Source: an optimization exercise on an open RTL-to-GDS flow (aim: small area, a short achievable clock period and few clock cycles per item). Production flows keep margins and buffers that such runs may drop.
The RTL was checked by simulation tests, not by an equivalence proof against the original design.
Power and IR drop assume default switching activity.

===== constraint.sdc =====
create_clock -name core_clock -period 10.0 [get_ports {clk}]
set_input_delay 2.0000 -clock core_clock [delete_from_list [all_inputs] [get_ports {clk}]]
set_output_delay 2.0000 -clock core_clock [all_outputs]
set_load 0.01 [all_outputs]

===== run.sh =====
#!/bin/bash
# synth_recipe.tcl (not shown) runs the flow's synth.tcl, then flattens the netlist and writes it again
# the make line also repeats each setting of config.mk as NAME=value (left out here)
make -C /OpenROAD-flow-scripts/flow DESIGN_CONFIG=/design/flow/config.mk WORK_HOME=/design/flow/orfs CLKGATE_MAP_FILE= SYNTH_SCRIPT=/design/flow/synth_recipe.tcl finish

===== config.mk =====
export PLATFORM = sky130hd
export DESIGN_NAME = sweep_decoder
export DESIGN_NICKNAME = sweep_decoder
export VERILOG_FILES = /design/flow/design.v
export SDC_FILE = /design/flow/constraint.sdc
export NUM_CORES = 4
export LEC_CHECK = 0
export CAP_MARGIN = 20
export CORE_MARGIN = 2
export CORE_UTILIZATION = 40
export SLEW_MARGIN = 20

===== design.v =====
module sd_classifier (
    input  wire        clk,
    input  wire        rst,
    input  wire [7:0]  byte_in,
    input  wire        byte_vld,
    output wire        byte_pop,
    input  wire        hold,        
    input  wire        restart,     
    input  wire        fast,        
    output reg         sym_v,
    output reg  [1:0]  sym,
    output reg         sym_is1,     
    output reg  [7:0]  count,       
    output reg         ovf,
    output wire        last_pop     
);
    localparam [1:0] S_ZERO = 2'd0, S_ONE = 2'd1, S_AMB = 2'd2;
    reg        prevbit;
    reg        first;       
    reg  [2:0] pos;         
    reg        mid;         
    reg  [2:0] rl;          
    reg  [6:0] bcnt;
    wire [7:0] b = {byte_in[0], byte_in[1], byte_in[2], byte_in[3],
                    byte_in[4], byte_in[5], byte_in[6], byte_in[7]};
    wire [7:0] tr = b ^ {b[6:0], prevbit};
    wire [7:0] avail = mid ? ~((8'd2 << pos) - 8'd1) : {7'h7f, ~first};
    wire [7:0] rem = tr & avail;
    wire [7:0] hot   = rem & (~rem + 8'd1);
    wire       more  = |(rem & ~hot);
    wire       any   = |rem;
    reg  [2:0] j1;
    always @(*) begin
        casez (rem)
            8'b???????1: j1 = 3'd0;
            8'b??????10: j1 = 3'd1;
            8'b?????100: j1 = 3'd2;
            8'b????1000: j1 = 3'd3;
            8'b???10000: j1 = 3'd4;
            8'b??100000: j1 = 3'd5;
            8'b?1000000: j1 = 3'd6;
            default:     j1 = 3'd7;
        endcase
    end
    wire [2:0] rs   = mid ? pos : 3'd0;
    wire [4:0] len  = {2'd0, rl} + {2'd0, j1} - {2'd0, rs};
    wire [1:0] lcls = (len >= 5'd5) ? S_ZERO : (len <= 5'd3) ? S_ONE : S_AMB;
    wire [4:0] rest = {2'd0, rl} + 5'd8 - {2'd0, rs};
    wire [3:0] tail = 4'd8 - {1'b0, j1};
    wire [3:0] pc = rem[0] + rem[1] + rem[2] + rem[3] + rem[4] + rem[5] + rem[6] + rem[7];
    wire [8:0] csum = {1'b0, count} + {5'd0, pc};
    wire go     = byte_vld && !hold;
    wire counting = fast || ovf;
    wire detail_step = go && !counting && any;
    assign byte_pop = go && (counting || !any || !more);
    assign last_pop = byte_pop && (bcnt == 7'd127);
    always @(posedge clk) begin
        sym_v <= 1'b0;
        if (rst || restart) begin
            first <= 1'b1;
            mid   <= 1'b0;
            rl    <= 3'd0;
            bcnt  <= 7'd0;
            count <= 8'd0;
            ovf   <= 1'b0;
        end else begin
            if (detail_step) begin
                if (count == 8'd128) begin
                    ovf <= 1'b1;
                end else begin
                    sym_v   <= 1'b1;
                    sym     <= lcls;
                    sym_is1 <= (len == 5'd1);
                    count   <= count + 8'd1;
                end
            end else if (go && counting) begin
                if (csum > 9'd128) ovf <= 1'b1;
                else count <= csum[7:0];
            end
            if (byte_pop) begin
                prevbit <= b[7];
                first   <= 1'b0;
                mid     <= 1'b0;
                bcnt    <= bcnt + 7'd1;
                if (any) rl <= (tail >= 4'd5) ? 3'd5 : tail[2:0];
                else     rl <= (rest >= 5'd5) ? 3'd5 : rest[2:0];
            end else if (detail_step) begin
                mid <= 1'b1;
                pos <= j1;
                rl  <= 3'd0;
            end
        end
    end
endmodule
module sd_resolver (
    input  wire        clk,
    input  wire        rst,
    input  wire        restart,     
    input  wire        sym_v,
    input  wire [1:0]  sym,
    input  wire        sym_is1,
    input  wire        flush,       
    output wire        idle,        
    output reg         fast,        
    output reg  [63:0] chips,
    output reg         excl,
    output reg         skip0
);
    localparam [1:0] S_ZERO = 2'd0, S_ONE = 2'd1, S_AMB = 2'd2;
    reg       pend_v, pend_is0, len0_is1;
    reg [1:0] pend, prevf;
    reg       kfp;
    reg       f_v, f_is0;
    reg [1:0] f;
    reg       kcp;
    reg [6:0] ci;           
    reg [7:0] tgt;          
    wire       fwd_go  = pend_v && (sym_v || flush);
    wire       is_last = !sym_v;
    wire       excl_now = pend_is0 ? (sym_v && len0_is1 && sym == S_AMB) : excl;
    reg [1:0] fval;
    always @(*) begin
        fval = pend;
        if (pend == S_AMB) begin
            if (is_last)
                fval = S_ZERO;
            else if (sym == S_AMB || (!pend_is0 && prevf == S_AMB))
                fval = S_AMB;
            else if (kfp && sym == S_ONE)
                fval = S_ONE;
            else if (!kfp && sym == S_ZERO)
                fval = S_ZERO;
            else
                fval = S_AMB;
        end
    end
    always @(posedge clk) begin
        f_v <= 1'b0;
        if (rst || restart) begin
            pend_v <= 1'b0;
            excl   <= 1'b0;
            skip0  <= 1'b0;
            prevf  <= S_ZERO;
            kfp    <= 1'b0;
        end else begin
            if (fwd_go) begin
                f_v   <= 1'b1;
                f     <= fval;
                f_is0 <= pend_is0;
                prevf <= fval;
                kfp   <= (fval == S_ONE && !(pend_is0 && excl_now)) ? !kfp : 1'b0;
                if (pend_is0) excl <= excl_now;
            end
            if (sym_v) begin
                pend     <= sym;
                pend_v   <= 1'b1;
                pend_is0 <= !pend_v;
                if (!pend_v) begin
                    len0_is1 <= sym_is1;
                    skip0    <= (sym != S_ZERO);
                end
            end else if (fwd_go) begin
                pend_v <= 1'b0;
            end
        end
    end
    wire       c1   = f_v && f == S_ZERO && kcp && tgt != 8'd0;
    wire [1:0] cv   = (f == S_AMB) ? (kcp ? S_ONE : S_ZERO) : f;
    wire       cone = f_v && cv == S_ONE;
    wire [7:0] pj   = {1'b0, ci} - {7'd0, skip0};           
    wire [7:0] tj   = tgt - 8'd1 - {7'd0, skip0};           
    wire       keep = cone && !(f_is0 && excl);
    wire [7:0] tgt_n = keep ? tgt : {1'b0, ci} + 8'd1;
    integer k;
    always @(posedge clk) begin
        if (rst || restart) begin
            kcp   <= 1'b0;
            ci    <= 7'd0;
            tgt   <= 8'd0;
            fast  <= 1'b0;
            chips <= 64'd0;
        end else if (f_v) begin
            kcp <= keep ? !kcp : 1'b0;
            tgt <= tgt_n;
            ci  <= ci + 7'd1;
            if (tgt_n > 8'd64 + {7'd0, skip0}) fast <= 1'b1;
            for (k = 0; k < 64; k = k + 1)
                if ((cone && pj == k) || (c1 && tj == k))
                    chips[63-k] <= 1'b1;
        end
    end
    assign idle = !sym_v && !pend_v && !f_v;
endmodule
module sd_matcher (
    input  wire        clk,
    input  wire        rst,
    input  wire [16:0] tap0,
    input  wire [16:0] tap1,
    input  wire [63:0] chips_in,
    input  wire        start,
    output reg         busy,
    output reg         done,        
    output reg  [63:0] chips,
    output reg         found,
    output reg         poly,
    output reg  [3:0]  offset,
    output reg  [5:0]  window,
    output reg  [2:0]  thr,
    output reg  [5:0]  dist0,
    output reg  [5:0]  dist1
);
    reg [5:0]  tau;
    reg [16:0] l0, l1, z0, z1;
    reg [7:0]  e0, e1;
    reg [5:0]  d0 [0:8];
    reg [5:0]  d1 [0:8];
    wire act = chips[46];                  
    wire y0  = ^(l0 & tap0);
    wire y1  = ^(l1 & tap1);
    wire stepping = busy && tau < 6'd47;
    reg [8:0] x0, x1;
    integer o, m;
    always @(*) begin
        for (o = 0; o < 9; o = o + 1) begin
            x0[o] = y0 ^ act;
            x1[o] = y1 ^ act;
            for (m = 0; m < o; m = m + 1) begin
                x0[o] = x0[o] ^ (e0[m] & z0[m]);
                x1[o] = x1[o] ^ (e1[m] & z1[m]);
            end
        end
    end
    wire chk = busy && (tau == 6'd11 || tau == 6'd20 || tau == 6'd29 ||
                        tau == 6'd38 || tau == 6'd47);
    reg [2:0] h;
    always @(*) begin
        case (tau)
            6'd11:   h = 3'd1;
            6'd20:   h = 3'd1;
            6'd29:   h = 3'd2;
            6'd38:   h = 3'd3;
            default: h = 3'd4;
        endcase
    end
    reg [8:0] mt;
    always @(*) begin
        for (o = 0; o < 9; o = o + 1)
            mt[o] = (d0[o] != d1[o]) &&
                    (((d0[o] < d1[o]) ? d0[o] : d1[o]) <= {3'd0, h}) &&
                    (tau != 6'd11 || o < 2);
    end
    reg       hit;
    reg [3:0] ho;
    reg [5:0] hd0, hd1;
    always @(*) begin
        hit = 1'b0; ho = 4'd0; hd0 = d0[1]; hd1 = d1[1];
        for (o = 8; o >= 0; o = o - 1)
            if (mt[o]) begin
                hit = 1'b1; ho = o; hd0 = d0[o]; hd1 = d1[o];
            end
    end
    always @(posedge clk) begin
        done <= 1'b0;
        if (rst) begin
            busy <= 1'b0;
        end else if (start) begin
            busy  <= 1'b1;
            tau   <= 6'd0;
            chips <= chips_in;
            l0    <= chips_in[63:47];
            l1    <= chips_in[63:47];
            z0    <= 17'd1;
            z1    <= 17'd1;
            for (o = 0; o < 9; o = o + 1) begin
                d0[o] <= 6'd0;
                d1[o] <= 6'd0;
            end
        end else if (busy) begin
            tau   <= tau + 6'd1;
            chips <= {chips[62:0], chips[63]};
            if (tau == 6'd63) begin
                busy <= 1'b0;
                done <= 1'b1;
            end
            if (stepping) begin
                l0 <= {l0[15:0], y0};
                l1 <= {l1[15:0], y1};
                z0 <= {z0[15:0], ^(z0 & tap0)};
                z1 <= {z1[15:0], ^(z1 & tap1)};
                for (o = 0; o < 9; o = o + 1) begin
                    if (tau >= o) begin
                        d0[o] <= d0[o] + {5'd0, x0[o]};
                        d1[o] <= d1[o] + {5'd0, x1[o]};
                    end
                    if (o < 8 && tau == o) begin
                        e0[o] <= x0[o];
                        e1[o] <= x1[o];
                    end
                end
            end
            if (chk) begin
                if (hit) begin
                    found  <= 1'b1;
                    poly   <= (hd1 < hd0);
                    offset <= ho;
                    window <= tau - {2'd0, ho};
                    thr    <= h;
                    dist0  <= hd0;
                    dist1  <= hd1;
                end else if (tau == 6'd11) begin
                    found  <= 1'b0;
                    poly   <= 1'b0;
                    offset <= 4'd2;
                    window <= 6'd9;
                    thr    <= 3'd1;
                    dist0  <= hd0;
                    dist1  <= hd1;
                end
            end
        end
    end
endmodule
module sweep_decoder (
    input  wire        clk,
    input  wire        rst,
    input  wire [16:0] tap0,
    input  wire [16:0] tap1,
    input  wire        in_valid,
    output wire        in_ready,
    input  wire [7:0]  in_data,
    output wire        out_valid,
    input  wire        out_ready,
    output wire [63:0] out_chips,
    output reg  [7:0]  out_nsym,
    output reg         out_ovf,
    output reg         out_excl,
    output reg         out_skip0,
    output wire        out_found,
    output wire        out_poly,
    output wire [3:0]  out_offset,
    output wire [5:0]  out_window,
    output wire [2:0]  out_thr,
    output wire [5:0]  out_dist0,
    output wire [5:0]  out_dist1
);
    reg [7:0] q0, q1;
    reg       q0v, q1v, rdy;
    wire      push = in_valid && rdy;
    wire      pop;
    always @(posedge clk) begin
        if (rst) begin
            q0v <= 1'b0;
            q1v <= 1'b0;
            rdy <= 1'b1;
        end else begin
            if (pop) begin
                if (q1v) begin
                    q0 <= q1;
                    q1 <= in_data;
                    q1v <= push;
                end else begin
                    q0 <= in_data;
                    q0v <= push;
                end
            end else if (push) begin
                if (q0v) begin
                    q1  <= in_data;
                    q1v <= 1'b1;
                end else begin
                    q0  <= in_data;
                    q0v <= 1'b1;
                end
            end
            rdy <= !(q0v && q1v && !pop) && !(q0v && !q1v && push && !pop) && !(q0v && q1v && push);
        end
    end
    assign in_ready = rdy;
    reg  held;                  
    reg  ovalid;
    wire mat_busy, mat_done;
    wire res_idle;
    wire handoff = held && res_idle && !mat_busy && !ovalid;
    wire last_pop;
    always @(posedge clk) begin
        if (rst || handoff) held <= 1'b0;
        else if (last_pop)  held <= 1'b1;
    end
    wire       sym_v, sym_is1;
    wire [1:0] sym;
    wire [7:0] count;
    wire       ovf, fast;
    sd_classifier u_cls (
        .clk      (clk),
        .rst      (rst),
        .byte_in  (q0),
        .byte_vld (q0v),
        .byte_pop (pop),
        .hold     (held),
        .restart  (handoff),
        .fast     (fast),
        .sym_v    (sym_v),
        .sym      (sym),
        .sym_is1  (sym_is1),
        .count    (count),
        .ovf      (ovf),
        .last_pop (last_pop)
    );
    wire [63:0] chips;
    wire        excl, skip0;
    sd_resolver u_res (
        .clk     (clk),
        .rst     (rst),
        .restart (handoff),
        .sym_v   (sym_v),
        .sym     (sym),
        .sym_is1 (sym_is1),
        .flush   (held),
        .idle    (res_idle),
        .fast    (fast),
        .chips   (chips),
        .excl    (excl),
        .skip0   (skip0)
    );
    sd_matcher u_mat (
        .clk      (clk),
        .rst      (rst),
        .tap0     (tap0),
        .tap1     (tap1),
        .chips_in (ovf ? 64'd0 : chips),
        .start    (handoff),
        .busy     (mat_busy),
        .done     (mat_done),
        .chips    (out_chips),
        .found    (out_found),
        .poly     (out_poly),
        .offset   (out_offset),
        .window   (out_window),
        .thr      (out_thr),
        .dist0    (out_dist0),
        .dist1    (out_dist1)
    );
    always @(posedge clk) begin
        if (handoff) begin
            out_nsym  <= ovf ? 8'd0 : count;
            out_ovf   <= ovf;
            out_excl  <= excl && !ovf;
            out_skip0 <= skip0 && !ovf;
        end
    end
    always @(posedge clk) begin
        if (rst)                      ovalid <= 1'b0;
        else if (mat_done)            ovalid <= 1'b1;
        else if (ovalid && out_ready) ovalid <= 1'b0;
    end
    assign out_valid = ovalid;
endmodule

==> summary.txt <==
-- worst min-delay path by stage --
stage / startpoint / slack [ns] / to
3_3_place_gp: u_cls.sym_is1 / 0.41 / u_res.len0_is1
4_1_cts: u_cls.sym_is1 / 0.45 / u_res.len0_is1
3_5_place_dp: u_cls.sym_is1 / 0.44 / u_res.len0_is1
5_1_grt: u_cls.sym_is1 / 0.46 / u_res.len0_is1
6_report: u_cls.sym_is1 / 0.44 / u_res.len0_is1
2_1_floorplan: u_cls.sym_is1 / 0.40 / u_res.len0_is1
-- cells by family (layout without fill, tap and decap cells) --
group	count (synthesis)	after routing	synth area share [%]
simple gates	988	988	18.1
flops	447	447	47.4
buf+inv	232	395	3.39
fa+ha+maj	171	171	8.53
mux	58	58	2.39
xor+xnor	211	211	7.72
compound gates	445	445	12.5
-- cells in the mapped netlist, drive strengths merged (8+ instances only) --
cell type  count  area, um^2
or3           18         113
o21ai         65         325
inv          123         462
a31oi         15        93.8
fa             9         180
and3          25         156
xnor2        141        1310
clkbuf       101         379
nand2b        12        75.1
a2111o         9         101
a21o          27         203
nor2b         35         219
and2          93         582
nor3          38         190
ha           162        2030
nand3         73         365
nand2        290        1090
nand3b        51         383
nor2         304        1140
a211oi        23         195
o22ai          8        50.1
nand4         21         131
mux2i         28         280
mux2          30         338
xor2          66         597
a21oi         86         430
edfxtp       330        9910
dfxtp        117        2340
a221oi        68         602
o21a          19         143
o211ai        16         120
o2111ai       13         114
a22o          51         448
-- power by group through the flow --
| stage | sequential (W) | combinational, W | clock (W) |
|---|---|---|---|
| 2_1_floorplan | 0.00206 | 0.000372 | 0 |
| 6_report | 0.00203 | 0.000493 | 0.00185 |
| 3_5_place_dp | 0.00207 | 0.000492 | 0 |
| 5_1_grt | 0.00203 | 0.000557 | 0.00195 |
| 3_3_place_gp | 0.00207 | 0.000478 | 0 |
| 4_1_cts | 0.00203 | 0.000496 | 0.00189 |
-- per-layer routing --
| layer | up-vias | part of all wire, % |
|---|---|---|
| met3 | 119 | 5.0 |
| met5 | - | 0 |
| met2 | 570 | 46 |
| met4 | 0 | 3.3 |
| li1 | 9436 | - |
| met1 | 9747 | 45 |
-- registers in the layout, summed over array words and instances, names as in the netlist, 17 cells and up --
name         flops
u_mat.l0        17
u_mat.chips     64
u_mat.d0        54
u_res.chips     64
u_mat.l1        17
u_mat.z1        17
u_mat.z0        17
u_mat.d1        54
-- through the flow --
stage,util [%],total power (W)
4_1_cts,46.7,0.00441
6_report,46.8,0.00437
3_5_place_dp,44.1,0.00256
5_1_grt,46.8,0.00454
2_1_floorplan,-,0.00244
3_3_place_gp,44.1,0.00255
-- area by class of cell --
class | instances | area share, %
Clock buffer | 67 | 4.58
Clock inverter | 24 | 0.904
Inverter | 124 | 1.56
Multi-Input combinational cell | 1873 | 42.7
Sequential cell | 447 | 40.8
Tap cell | 855 | 3.56
Timing Repair Buffer | 180 | 5.87
-- layout by cell type, fill, tap and decap left out, types with 18 or more instances in the layout --
cell type        instances
a21o_1                  27
a21oi_1                 86
a221oi_1                67
a22o_1                  50
and2_1                  92
and3_1                  25
buf_4                   29
clkbuf_16               50
clkdlybuf4s50_1        149
dfxtp_1                116
edfxtp_1               330
ha_1                   162
inv_1                  122
mux2_2                  29
mux2i_1                 28
nand2_1                290
nand3_1                 73
nand3b_1                51
nand4_1                 21
nor2_1                 301
nor2b_1                 35
nor3_1                  37
o21a_1                  19
o21ai_0                 62
or3_1                   18
xnor2_1                133
xor2_1                  65
-- worst reg2reg max path: cells and delay by family (launching register included) --
| kind | cells | cell delay (ns) |
|---|---|---|
| adders and majority gates | 6 | 2.46 |
| AOI/OAI and AO/OA | 8 | 2.28 |
| and+or+nand+nor | 2 | 0.87 |
| DFF | 1 | 0.51 |
| muxes | 1 | 0.24 |
| buffers and inverters | 1 | 0.07 |
==> flow_summary_export.csv <==
group,metric,value,unit
flow_run,max-cap-violations,0,
drt,drc,0,
cells_and_area,fin_cells,3570,
critical_path,startpoint_type,"flip-flop",
timing,finalCritPeriodShare,65.1,%
grt,grt_pass1_wl,111000,um
grt,grt_pass1_vias,19637,
grt,grt-busiest-layer,"met2",
timing,setup_violations,0,
timing,period_needed,6.51,ns
cells_and_area,n_fill_cell,5999,
synth,ys.flop_type,"edfxtp_1",
critical_path,reg2reg_slack,3.49,ns
grt,grt_use_total,20.9,%
critical_path,cp_cell_sequence,"or3_1, ha_1, o21ai_0, fa_1, fa_1, fa_1, fa_1, inv_1, ha_1, a21o_1, a21o_1, a21oi_1, mux2i_1, a31oi_1, o221a_2, o41a_1, or3_1, a21oi_1",
critical_path,crit_top_cell,"fa_1",
synth,async_flop_share,0,%
cells_and_area,layout-drive-gt1-share,6.63,%
synth,synth_edf_count,330,
timing,hold_viol_final,0,
critical_path,max_stage_delay,0.54,ns
timing,clock_skew,0.0427,ns
pwr,switching_power,0.00108,W
timing,maxSlewViolCount,0,
floorplan,ios,150,
grt,grt_max_degree,89,
placement,dp_slack,3.49,ns
timing,fin_hold_ws,0.439,ns
critical_path,end_kind,"flip-flop",
synth,synth_warnings,10,
clock_network,cts_made_buffers,50,
drt,drt_iter0_drc,1448,
critical_path,worst-setup-path-type,"flip-flop to flip-flop",
clock_network,cts-htree-levels,2,
clock_network,cts_setup_buffers,0,
cells_and_area,final-seq-area,12300,um^2
clock_network,cts.hold.buffers_added,0,
drt,wire_per_inst,19.8,um
pwr,p_sw_share,24.8,%
cells_and_area,multi_input_area,12800,um^2
clock_network,cts_num_sinks,447,
floorplan,dieArea,66700,um^2
grt,grt_use_met2,34.2,%
critical_path,r2r-end,"u_cls.count[2]",
grt,antenna_found_initial,0,
critical_path,crit_start,"u_cls.pos[2]",
grt,gr-usage-met3,2.79,%
floorplan,rows,93,
critical_path,setup.worst_path.end,"u_cls.count[2]",
timing,worst_pin_slew,1.16,ns
placement,hpwl,51500,um
drt,ant_nets,0,
critical_path,cp_top_family,"adder cells",
critical_path,critPathMaxFanout,13,
timing,fmax,154,MHz
critical_path,reg2reg_from,"u_cls.pos[2]",
timing,tns,0,ns
critical_path,required,10.52,ns
clock_network,clk_latency,0.63,ns
pwr,clockPowerShare,42.3,%
floorplan,floorplan.die.width,258,um
grt,overflow,0,
critical_path,slowest_stage,"o41a_1",
floorplan,die_y,258,um
synth,synth_fp_nets,2769,
pwr,p_leak,11.3,nW
synth,yosysUniqueCellTypes,83,
worst_hold_path,hold_depth,0,
drt,vias,19872,
placement,portBuffers,149,
clock_network,cts.repair.resized,0,
synth,yosysSeqAreaShare,47.4,%
drt,firstDrtPassIters,5,
synth,synth_area,25900,um^2
pwr,combPwrFrac,11.3,%
clock_network,path_clk_slew,0.06,ns
critical_path,path_depth,18,
cells_and_area,antennaDiodeCount,0,
pwr,internal_power,0.00329,W
cells_and_area,finalNetCount,2893,
clock_network,cts_buffer_depth,3,
floorplan,start_util,40.3,%
drt,vias_per_cell,5.57,
synth,syn_inst,2552,
floorplan,core,64200,um^2
placement,gp_congestion,0.939,
critical_path,cp_num_buf_inv,1,
drt,drt-total-wl,70700,um
pwr,power_frac_seq,46.5,%
pwr,powerDensity,146,nW/um^2
cells_and_area,syn2layout_area_growth,16.1,%
timing,fin_ws,3.49,ns
critical_path,arrival,7.04,ns
cells_and_area,stdcell_area,30000,um^2
placement,placed_area,28400,um^2
critical_path,r2r_cells,18,
clock_network,cts_tree,"done",
pwr,vdd_drop_max,0.138,mV
timing,slew_headroom,22.9,%
clock_network,cts-root-buf,"clkbuf_16",
worst_hold_path,hold_path.class,"flip-flop to flip-flop",
synth,postSynthRegisterBits,447,
timing,rsz0062_at_grt,"false",
placement,numPlacedInstances,3478,
synth,syn_avg_cell_area,10.1,um^2
grt,grt_util_met1,28.6,%
outcome,status,"timing/DRC/antenna clean",
Testbench counts, summed over its fixed seeds: cycles 16,285, items 96.

[separate check: timing with driven ports]
In the flow no input, the clock included, has a driving cell. The finished layout below was timed again as built, in two steps. Step 1 (the two cells are an assumption about what drives the block):
set clk [get_ports {clk}]
set_driving_cell -lib_cell sky130_fd_sc_hd__clkbuf_16 $clk
set_driving_cell -lib_cell sky130_fd_sc_hd__buf_2 [delete_from_list [all_inputs] $clk]
Step 2, shift: input delay + t, output delay - t, t = (earliest + latest rising clock arrival at the registers) / 2. This alone moves slack from input paths to output paths. a / b / c = no drivers / after step 1 / after step 2; a / b = the first two.
t (ns): 0.674
slack for setup (ns): 3.488 / 3.488 / 3.488
worst setup path after step 2: register to register
clock arrival spread, ns: 0.045 / 0.045
slew at the worst register clock pin (ns): 0.07 / 0.07
After both steps this run still meets setup and hold. For this run, drivers alone change the setup slack by 0.000 ns; drivers and shift together by 0.000 ns.
